This is an optimization exercise on Yosys and OpenROAD, whose aim is small area, a short achievable clock period and few clock cycles per item, not a production implementation.
Where RTL was checked, it was by simulation tests only, not by an equivalence proof against the original.
Power figures rest on the tool's default switching activity, not on a simulated workload.

==> flow/design.v <==
module locate_sign (
    input  wire [63:0] phase,
    input  wire        q,
    output wire        e_pos,
    output wire        e_neg,
    output wire        finite
);
    localparam [62:0] T_UNWRAP    = 63'h4005FDBBE9BBA775;   
    localparam [62:0] DELTA       = 63'h3FD921FB54442D18;   
    localparam [62:0] P_SHIFT_POS = 63'h40178FDB9EFFEA47;   
    wire [62:0] m = phase[62:0];
    wire        s = phase[63];
    wire neg_band = (m > T_UNWRAP) && (m < P_SHIFT_POS);
    wire lt_delta = (m < DELTA);
    wire gt_delta = (m > DELTA);
    assign e_pos  = q & (s ? lt_delta : !neg_band);
    assign e_neg  = q & (s ? gt_delta : neg_band);
    assign finite = (phase[62:52] != 11'h7FF);
endmodule
module locate_corr #(
    parameter CW = 11               
) (
    input  wire                 clk,
    input  wire                 en,         
    input  wire                 clear,      
    input  wire [7:0]           kbm1,       
    input  wire                 start,      
    input  wire                 adv,        
    input  wire                 use_tap,    
    input  wire                 e_pos,
    input  wire                 e_neg,
    output reg  signed [CW-1:0] c
);
    localparam NW = 85;             
    function automatic [4:0] pack(input [1:0] t0, input [1:0] t1, input [1:0] t2);
        case ({t2[1], t2[0] & !t2[1], t1[1], t1[0] & !t1[1], t0[1], t0[0] & !t0[1]})
            {2'b00, 2'b00, 2'b00}: pack = 5'd0;
            {2'b00, 2'b00, 2'b01}: pack = 5'd1;
            {2'b00, 2'b00, 2'b10}: pack = 5'd2;
            {2'b00, 2'b01, 2'b00}: pack = 5'd3;
            {2'b00, 2'b01, 2'b01}: pack = 5'd4;
            {2'b00, 2'b01, 2'b10}: pack = 5'd5;
            {2'b00, 2'b10, 2'b00}: pack = 5'd6;
            {2'b00, 2'b10, 2'b01}: pack = 5'd7;
            {2'b00, 2'b10, 2'b10}: pack = 5'd8;
            {2'b01, 2'b00, 2'b00}: pack = 5'd9;
            {2'b01, 2'b00, 2'b01}: pack = 5'd10;
            {2'b01, 2'b00, 2'b10}: pack = 5'd11;
            {2'b01, 2'b01, 2'b00}: pack = 5'd12;
            {2'b01, 2'b01, 2'b01}: pack = 5'd13;
            {2'b01, 2'b01, 2'b10}: pack = 5'd14;
            {2'b01, 2'b10, 2'b00}: pack = 5'd15;
            {2'b01, 2'b10, 2'b01}: pack = 5'd16;
            {2'b01, 2'b10, 2'b10}: pack = 5'd17;
            {2'b10, 2'b00, 2'b00}: pack = 5'd18;
            {2'b10, 2'b00, 2'b01}: pack = 5'd19;
            {2'b10, 2'b00, 2'b10}: pack = 5'd20;
            {2'b10, 2'b01, 2'b00}: pack = 5'd21;
            {2'b10, 2'b01, 2'b01}: pack = 5'd22;
            {2'b10, 2'b01, 2'b10}: pack = 5'd23;
            {2'b10, 2'b10, 2'b00}: pack = 5'd24;
            {2'b10, 2'b10, 2'b01}: pack = 5'd25;
            {2'b10, 2'b10, 2'b10}: pack = 5'd26;
            default: pack = 5'd0;
        endcase
    endfunction
    function automatic [5:0] unpack(input [4:0] w);
        case (w)
            5'd0: unpack = {2'b00, 2'b00, 2'b00};
            5'd1: unpack = {2'b00, 2'b00, 2'b01};
            5'd2: unpack = {2'b00, 2'b00, 2'b10};
            5'd3: unpack = {2'b00, 2'b01, 2'b00};
            5'd4: unpack = {2'b00, 2'b01, 2'b01};
            5'd5: unpack = {2'b00, 2'b01, 2'b10};
            5'd6: unpack = {2'b00, 2'b10, 2'b00};
            5'd7: unpack = {2'b00, 2'b10, 2'b01};
            5'd8: unpack = {2'b00, 2'b10, 2'b10};
            5'd9: unpack = {2'b01, 2'b00, 2'b00};
            5'd10: unpack = {2'b01, 2'b00, 2'b01};
            5'd11: unpack = {2'b01, 2'b00, 2'b10};
            5'd12: unpack = {2'b01, 2'b01, 2'b00};
            5'd13: unpack = {2'b01, 2'b01, 2'b01};
            5'd14: unpack = {2'b01, 2'b01, 2'b10};
            5'd15: unpack = {2'b01, 2'b10, 2'b00};
            5'd16: unpack = {2'b01, 2'b10, 2'b01};
            5'd17: unpack = {2'b01, 2'b10, 2'b10};
            5'd18: unpack = {2'b10, 2'b00, 2'b00};
            5'd19: unpack = {2'b10, 2'b00, 2'b01};
            5'd20: unpack = {2'b10, 2'b00, 2'b10};
            5'd21: unpack = {2'b10, 2'b01, 2'b00};
            5'd22: unpack = {2'b10, 2'b01, 2'b01};
            5'd23: unpack = {2'b10, 2'b01, 2'b10};
            5'd24: unpack = {2'b10, 2'b10, 2'b00};
            5'd25: unpack = {2'b10, 2'b10, 2'b01};
            5'd26: unpack = {2'b10, 2'b10, 2'b10};
            default: unpack = 6'd0;
        endcase
    endfunction
    reg [1:0]    s0, s1;            
    reg [1:0]    ph;                
    reg [NW-1:0] plane [0:4];       
    reg [6:0]    rd_w;              
    reg [1:0]    rd_p;              
    reg [4:0]    tap_w;             
    reg [1:0]    tap_p;             
    wire [1:0] e_new = {e_neg, e_pos};
    wire       push  = ph[1];      
    wire [4:0] w_new = pack(s1, s0, e_new);
    wire [4:0] w_rd  = {plane[4][rd_w], plane[3][rd_w], plane[2][rd_w],
                        plane[1][rd_w], plane[0][rd_w]};
    wire       kb_small = (kbm1 < 8'd3);
    wire [1:0] t_sm  = (kbm1 == 8'd0) ? e_new : ((kbm1 == 8'd1) ? s0 : s1);
    integer i;
    always @(posedge clk) begin
        if (en) begin
            ph <= push ? 2'd0 : (ph[0] ? 2'd2 : 2'd1);
            s0 <= e_new;
            s1 <= s0;
            if (push) begin
                for (i = 0; i < 5; i = i + 1)
                    plane[i] <= {plane[i][NW-2:0], w_new[i]};
            end
            if (start) begin
                rd_w <= push ? 7'd0 : 7'h7F;
                rd_p <= ph;
            end else begin
                rd_w <= rd_w + {6'd0, push} - {6'd0, adv && rd_p[1]};
                if (adv)
                    rd_p <= rd_p[1] ? 2'd0 : (rd_p[0] ? 2'd2 : 2'd1);
            end
            tap_w <= kb_small ? pack(t_sm, 2'b00, 2'b00) : w_rd;
            tap_p <= kb_small ? 2'd0 : rd_p;
        end
    end
    wire [5:0] t_rd  = unpack(tap_w);
    wire [1:0] tap   = (tap_p == 2'd0) ? t_rd[1:0] :
                       ((tap_p == 2'd1) ? t_rd[3:2] : t_rd[5:4]);
    wire t_pos = use_tap & tap[0];
    wire t_neg = use_tap & tap[1];
    wire signed [3:0] tv    = t_pos ? 4'sd2 : (t_neg ? -4'sd2 : 4'sd0);
    wire signed [3:0] ev    = e_pos ? 4'sd1 : (e_neg ? -4'sd1 : 4'sd0);
    wire signed [3:0] delta = tv - ev;
    reg signed [3:0] d_r;
    always @(posedge clk) begin
        d_r <= en ? delta : 4'sd0;
        if (clear)
            c <= {CW{1'b0}};
        else
            c <= c + {{(CW-4){d_r[3]}}, d_r};
    end
endmodule
module wacs_locate (
    input  wire        clk,
    input  wire        rst,
    input  wire        cmd_valid,
    output wire        cmd_ready,
    input  wire [8:0]  cmd_kb,
    input  wire [15:0] cmd_len,
    input  wire        s_valid,
    output wire        s_ready,
    input  wire [63:0] s_phase,
    input  wire [63:0] s_mask,
    output reg         res_valid,
    output wire [1:0]  res_code,
    output wire [15:0] res_k0,
    output wire [15:0] res_first,
    output wire [15:0] res_peak
);
    localparam KB_MAX = 256;
    localparam CW     = 11;
    localparam [1:0] CODE_OK           = 2'd0;
    localparam [1:0] CODE_NO_DETECTION = 2'd1;
    localparam [1:0] CODE_INVALID      = 2'd2;
    reg  [15:0] rem;          
    reg         cmd_rdy;
    reg         s_rdy;
    assign cmd_ready = cmd_rdy;
    assign s_ready   = s_rdy;
    wire cmd_fire = cmd_valid && cmd_rdy;
    wire s_fire   = s_valid && s_rdy;
    wire rem_one  = (rem == 16'd1);
    wire len_zero = (cmd_len == 16'd0);
    always @(posedge clk) begin
        if (rst) begin
            cmd_rdy <= 1'b1;
            s_rdy   <= 1'b0;
        end else if (cmd_fire) begin
            cmd_rdy <= len_zero;
            s_rdy   <= !len_zero;
        end else if (s_fire && rem_one) begin
            cmd_rdy <= 1'b1;
            s_rdy   <= 1'b0;
        end
        if (cmd_fire)
            rem <= cmd_len;
        else if (s_fire)
            rem <= rem - 16'd1;
    end
    wire q_one = (s_mask == 64'd1);
    wire q_bad = (s_mask[63:1] != 63'd0);
    wire e_pos_w, e_neg_w, finite_w;
    locate_sign u_sign (
        .phase  (s_phase),
        .q      (q_one),
        .e_pos  (e_pos_w),
        .e_neg  (e_neg_w),
        .finite (finite_w)
    );
    reg       v0, c0, last0;
    reg       e_pos0, e_neg0, q0, bad0;
    reg       kb_bad0;
    reg [7:0] kbm1;           
    always @(posedge clk) begin
        if (rst) begin
            v0    <= 1'b0;
            c0    <= 1'b0;
            last0 <= 1'b0;
        end else begin
            v0    <= s_fire;
            c0    <= cmd_fire;
            last0 <= (s_fire && rem_one) || (cmd_fire && len_zero);
        end
        e_pos0 <= e_pos_w;
        e_neg0 <= e_neg_w;
        q0     <= q_one;
        bad0   <= !finite_w || q_bad;
        if (cmd_fire) begin
            kbm1    <= cmd_kb[7:0] - 8'd1;
            kb_bad0 <= (cmd_kb == 9'd0) || (cmd_kb > KB_MAX);
        end
    end
    reg  [15:0] kidx;         
    reg         seen;         
    reg  [1:0]  half;         
    reg  [7:0]  h;            
    reg         bad1;         
    reg         v1, v1w, found1, c1, last1;
    reg         v2w, found2, c2, last2, bad2;
    wire        active = seen || q0;
    wire signed [CW-1:0] c;
    locate_corr #(.CW(CW)) u_corr (
        .clk     (clk),
        .en      (v0),
        .clear   (c1),
        .kbm1    (kbm1),
        .start   (q0 && !seen),
        .adv     (half != 2'd0 || h == kbm1),
        .use_tap (half == 2'd1),
        .e_pos   (e_pos0),
        .e_neg   (e_neg0),
        .c       (c)
    );
    always @(posedge clk) begin
        if (rst) begin
            c1    <= 1'b0;
            last1 <= 1'b0;
            c2    <= 1'b0;
            last2 <= 1'b0;
        end else begin
            c1    <= c0;
            last1 <= last0;
            c2    <= c1;
            last2 <= last1;
        end
        v1     <= v0;
        v1w    <= v0 && active && (half != 2'd2);
        found1 <= v0 && q0 && !seen;
        v2w    <= v1w;
        found2 <= found1;
        bad2   <= bad1;
        if (c0) begin
            seen <= 1'b0;
            half <= 2'd0;
            h    <= 8'd0;
            bad1 <= kb_bad0;
        end else if (v0) begin
            if (bad0)
                bad1 <= 1'b1;
            if (q0)
                seen <= 1'b1;
            if (active) begin
                if (h == kbm1) begin
                    h <= 8'd0;
                    if (half != 2'd2)
                        half <= half + 2'd1;
                end else begin
                    h <= h + 8'd1;
                end
            end
        end
        if (c1)
            kidx <= 16'hFFFF;
        else if (v1)
            kidx <= kidx + 16'd1;
    end
    reg  [15:0] best_k;
    reg  signed [CW-1:0] best_c;
    reg  [15:0] first;
    reg  [1:0]  code;
    wire [CW-1:0] c_abs  = c[CW-1] ? -c : c;
    wire [CW-1:0] b_abs  = best_c[CW-1] ? -best_c : best_c;
    wire          better = v2w && (c_abs > b_abs);
    always @(posedge clk) begin
        if (rst)
            res_valid <= 1'b0;
        else
            res_valid <= last2;
        if (c2 || bad2) begin
            best_k   <= 16'd0;
            best_c   <= {CW{1'b0}};
            first    <= bad2 ? 16'h0000 : 16'hFFFF;
            code     <= bad2 ? CODE_INVALID : CODE_NO_DETECTION;
        end else begin
            if (found2) begin
                first <= kidx;
                code  <= CODE_OK;
            end
            if (better) begin
                best_k   <= kidx;
                best_c   <= c;
            end
        end
    end
    assign res_code  = code;
    assign res_k0    = best_k;
    assign res_first = first;
    assign res_peak  = {{(16-CW){best_c[CW-1]}}, best_c};
endmodule
==> flow/config.mk <==
export PLATFORM = sky130hd
export DESIGN_NAME = wacs_locate
export DESIGN_NICKNAME = wacs_locate
export VERILOG_FILES = /design/flow/design.v
export SDC_FILE = /design/flow/constraint.sdc
export NUM_CORES = 4
export LEC_CHECK = 0
export CAP_MARGIN = 20
export CORE_MARGIN = 2
export CORE_UTILIZATION = 40
export CTS_CLUSTER_DIAMETER = 70
export CTS_CLUSTER_SIZE = 25
export SLEW_MARGIN = 20
==> flow/constraint.sdc <==
create_clock -name core_clock -period 11.0 [get_ports {clk}]
set_input_delay 2.2000 -clock core_clock [delete_from_list [all_inputs] [get_ports {clk}]]
set_output_delay 2.2000 -clock core_clock [all_outputs]
set_load 0.01 [all_outputs]
standard.sh (not shown) runs the stock make flow with config.mk's settings and CLKGATE_MAP_FILE= SYNTH_SCRIPT=/design/flow/synth_recipe.tcl, a recipe that flattens the netlist after the stock synthesis.
==> flow/flow/run.sh <==
#!/bin/bash
# Standard layout, with timing repair aimed below the clock period and
# minimum-size port buffers (timing repair resizes the ones that matter).
set -euo pipefail
bash standard.sh finish SETUP_SLACK_MARGIN=7.6 \
    "BUFFER_PORTS_ARGS=-buffer_cell sky130_fd_sc_hd__buf_1" > make_finish.log 2>&1
The starting point finished clean.
Next try:
--- a/flow/design.v
+++ b/flow/design.v
@@ -1,22 +1,42 @@
 module locate_sign (
+    input  wire        clk,
     input  wire [63:0] phase,
-    input  wire        q,
-    output wire        e_pos,
-    output wire        e_neg,
+    output wire        pos,
+    output wire        neg,
     output wire        finite
 );
     localparam [62:0] T_UNWRAP    = 63'h4005FDBBE9BBA775;   
     localparam [62:0] DELTA       = 63'h3FD921FB54442D18;   
     localparam [62:0] P_SHIFT_POS = 63'h40178FDB9EFFEA47;   
-    wire [62:0] m = phase[62:0];
-    wire        s = phase[63];
-    wire neg_band = (m > T_UNWRAP) && (m < P_SHIFT_POS);
-    wire lt_delta = (m < DELTA);
-    wire gt_delta = (m > DELTA);
-    assign e_pos  = q & (s ? lt_delta : !neg_band);
-    assign e_neg  = q & (s ? gt_delta : neg_band);
+    wire [31:0] m_hi = phase[62:31];
+    wire [30:0] m_lo = phase[30:0];
+    reg s;
+    reg t_gt_hi, t_eq_hi, t_gt_lo;              
+    reg p_lt_hi, p_eq_hi, p_lt_lo;              
+    reg d_gt_hi, d_eq_hi, d_gt_lo, d_eq_lo;     
+    always @(posedge clk) begin
+        s       <= phase[63];
+        t_gt_hi <= (m_hi > T_UNWRAP[62:31]);
+        t_eq_hi <= (m_hi == T_UNWRAP[62:31]);
+        t_gt_lo <= (m_lo > T_UNWRAP[30:0]);
+        p_lt_hi <= (m_hi < P_SHIFT_POS[62:31]);
+        p_eq_hi <= (m_hi == P_SHIFT_POS[62:31]);
+        p_lt_lo <= (m_lo < P_SHIFT_POS[30:0]);
+        d_gt_hi <= (m_hi > DELTA[62:31]);
+        d_eq_hi <= (m_hi == DELTA[62:31]);
+        d_gt_lo <= (m_lo > DELTA[30:0]);
+        d_eq_lo <= (m_lo == DELTA[30:0]);
+    end
+    wire gt_t     = t_gt_hi || (t_eq_hi && t_gt_lo);
+    wire lt_p     = p_lt_hi || (p_eq_hi && p_lt_lo);
+    wire neg_band = gt_t && lt_p;
+    wire gt_delta = d_gt_hi || (d_eq_hi && d_gt_lo);
+    wire eq_delta = d_eq_hi && d_eq_lo;
+    wire lt_delta = !gt_delta && !eq_delta;
+    assign pos    = s ? lt_delta : !neg_band;
+    assign neg    = s ? gt_delta : neg_band;
     assign finite = (phase[62:52] != 11'h7FF);
 endmodule
 module locate_corr #(
     parameter CW = 11               
 ) (
@@ -103,10 +123,11 @@
     reg [1:0]    rd_p;              
     reg [4:0]    tap_w;             
     reg [1:0]    tap_p;             
     wire [1:0] e_new = {e_neg, e_pos};
     wire       push  = ph[1];      
+    wire       back  = adv && rd_p[1];   
     wire [4:0] w_new = pack(s1, s0, e_new);
     wire [4:0] w_rd  = {plane[4][rd_w], plane[3][rd_w], plane[2][rd_w],
                         plane[1][rd_w], plane[0][rd_w]};
     wire       kb_small = (kbm1 < 8'd3);
     wire [1:0] t_sm  = (kbm1 == 8'd0) ? e_new : ((kbm1 == 8'd1) ? s0 : s1);
@@ -122,11 +143,11 @@
             end
             if (start) begin
                 rd_w <= push ? 7'd0 : 7'h7F;
                 rd_p <= ph;
             end else begin
-                rd_w <= rd_w + {6'd0, push} - {6'd0, adv && rd_p[1]};
+                rd_w <= rd_w + {{6{back && !push}}, back ^ push};
                 if (adv)
                     rd_p <= rd_p[1] ? 2'd0 : (rd_p[0] ? 2'd2 : 2'd1);
             end
             tap_w <= kb_small ? pack(t_sm, 2'b00, 2'b00) : w_rd;
             tap_p <= kb_small ? 2'd0 : rd_p;
@@ -196,20 +217,22 @@
         else if (s_fire)
             rem <= rem - 16'd1;
     end
     wire q_one = (s_mask == 64'd1);
     wire q_bad = (s_mask[63:1] != 63'd0);
-    wire e_pos_w, e_neg_w, finite_w;
+    wire pos0, neg0, finite_w;
     locate_sign u_sign (
+        .clk    (clk),
         .phase  (s_phase),
-        .q      (q_one),
-        .e_pos  (e_pos_w),
-        .e_neg  (e_neg_w),
+        .pos    (pos0),
+        .neg    (neg0),
         .finite (finite_w)
     );
     reg       v0, c0, last0;
-    reg       e_pos0, e_neg0, q0, bad0;
+    reg       q0, bad0;
+    wire      e_pos0 = q0 && pos0;
+    wire      e_neg0 = q0 && neg0;
     reg       kb_bad0;
     reg [7:0] kbm1;           
     always @(posedge clk) begin
         if (rst) begin
             v0    <= 1'b0;
@@ -218,12 +241,10 @@
         end else begin
             v0    <= s_fire;
             c0    <= cmd_fire;
             last0 <= (s_fire && rem_one) || (cmd_fire && len_zero);
         end
-        e_pos0 <= e_pos_w;
-        e_neg0 <= e_neg_w;
         q0     <= q_one;
         bad0   <= !finite_w || q_bad;
         if (cmd_fire) begin
             kbm1    <= cmd_kb[7:0] - 8'd1;
             kb_bad0 <= (cmd_kb == 9'd0) || (cmd_kb > KB_MAX);
What happened:
- The changed run produced a clean layout
- sequential cell count increases by 9
- clock power barely changes
- final area stays flat
- die area went up by 1.4%
- setup slack is better by 0.34 ns
- sequential share of layout area increases by 0.74 points
- combinational power fell by about 4%
- total power rises by 0.47%
- non-clock buffer count falls by 16
- wire length fell by 5.3%
- count of clock-buffer cells in the layout went up by 1
Testbench counts after the change, summed over its fixed seeds: cycles 134,876, items 134,660.
For the first run of this note, only the layout was checked, not whether the RTL still works.

what the ideal ports hide:
Ports are ideal in the flow. The routed layouts listed here were re-timed in OpenROAD. Step 1 (the two cells are an assumption about what drives the block):
set clk [get_ports {clk}]
set_driving_cell -lib_cell sky130_fd_sc_hd__clkbuf_16 $clk
set_driving_cell -lib_cell sky130_fd_sc_hd__buf_2 [delete_from_list [all_inputs] $clk]
Step 2, shift: input delay + t, output delay - t, t = (earliest + latest rising clock arrival at the registers) / 2. This alone moves slack from input paths to output paths. Slacks: ideal ports / drivers / drivers and shift; pairs: ideal ports / drivers.
| run | t (ns) | slack for setup (ns) | clock arrival spread, ns | worst data-port slew with drivers (ns) |
|---|---|---|---|---|
| the first run | 0.619 | 7.317 / 7.338 / 6.720 | 0.037 / 0.037 | 0.08 |
| the second run | 0.633 | 7.659 / 7.601 / 7.224 | 0.041 / 0.041 | 0.07 |
After both steps setup and hold are still met in every run listed. For the first run, which loses most, drivers alone change the setup slack by +0.021 ns; drivers and shift together by -0.597 ns.
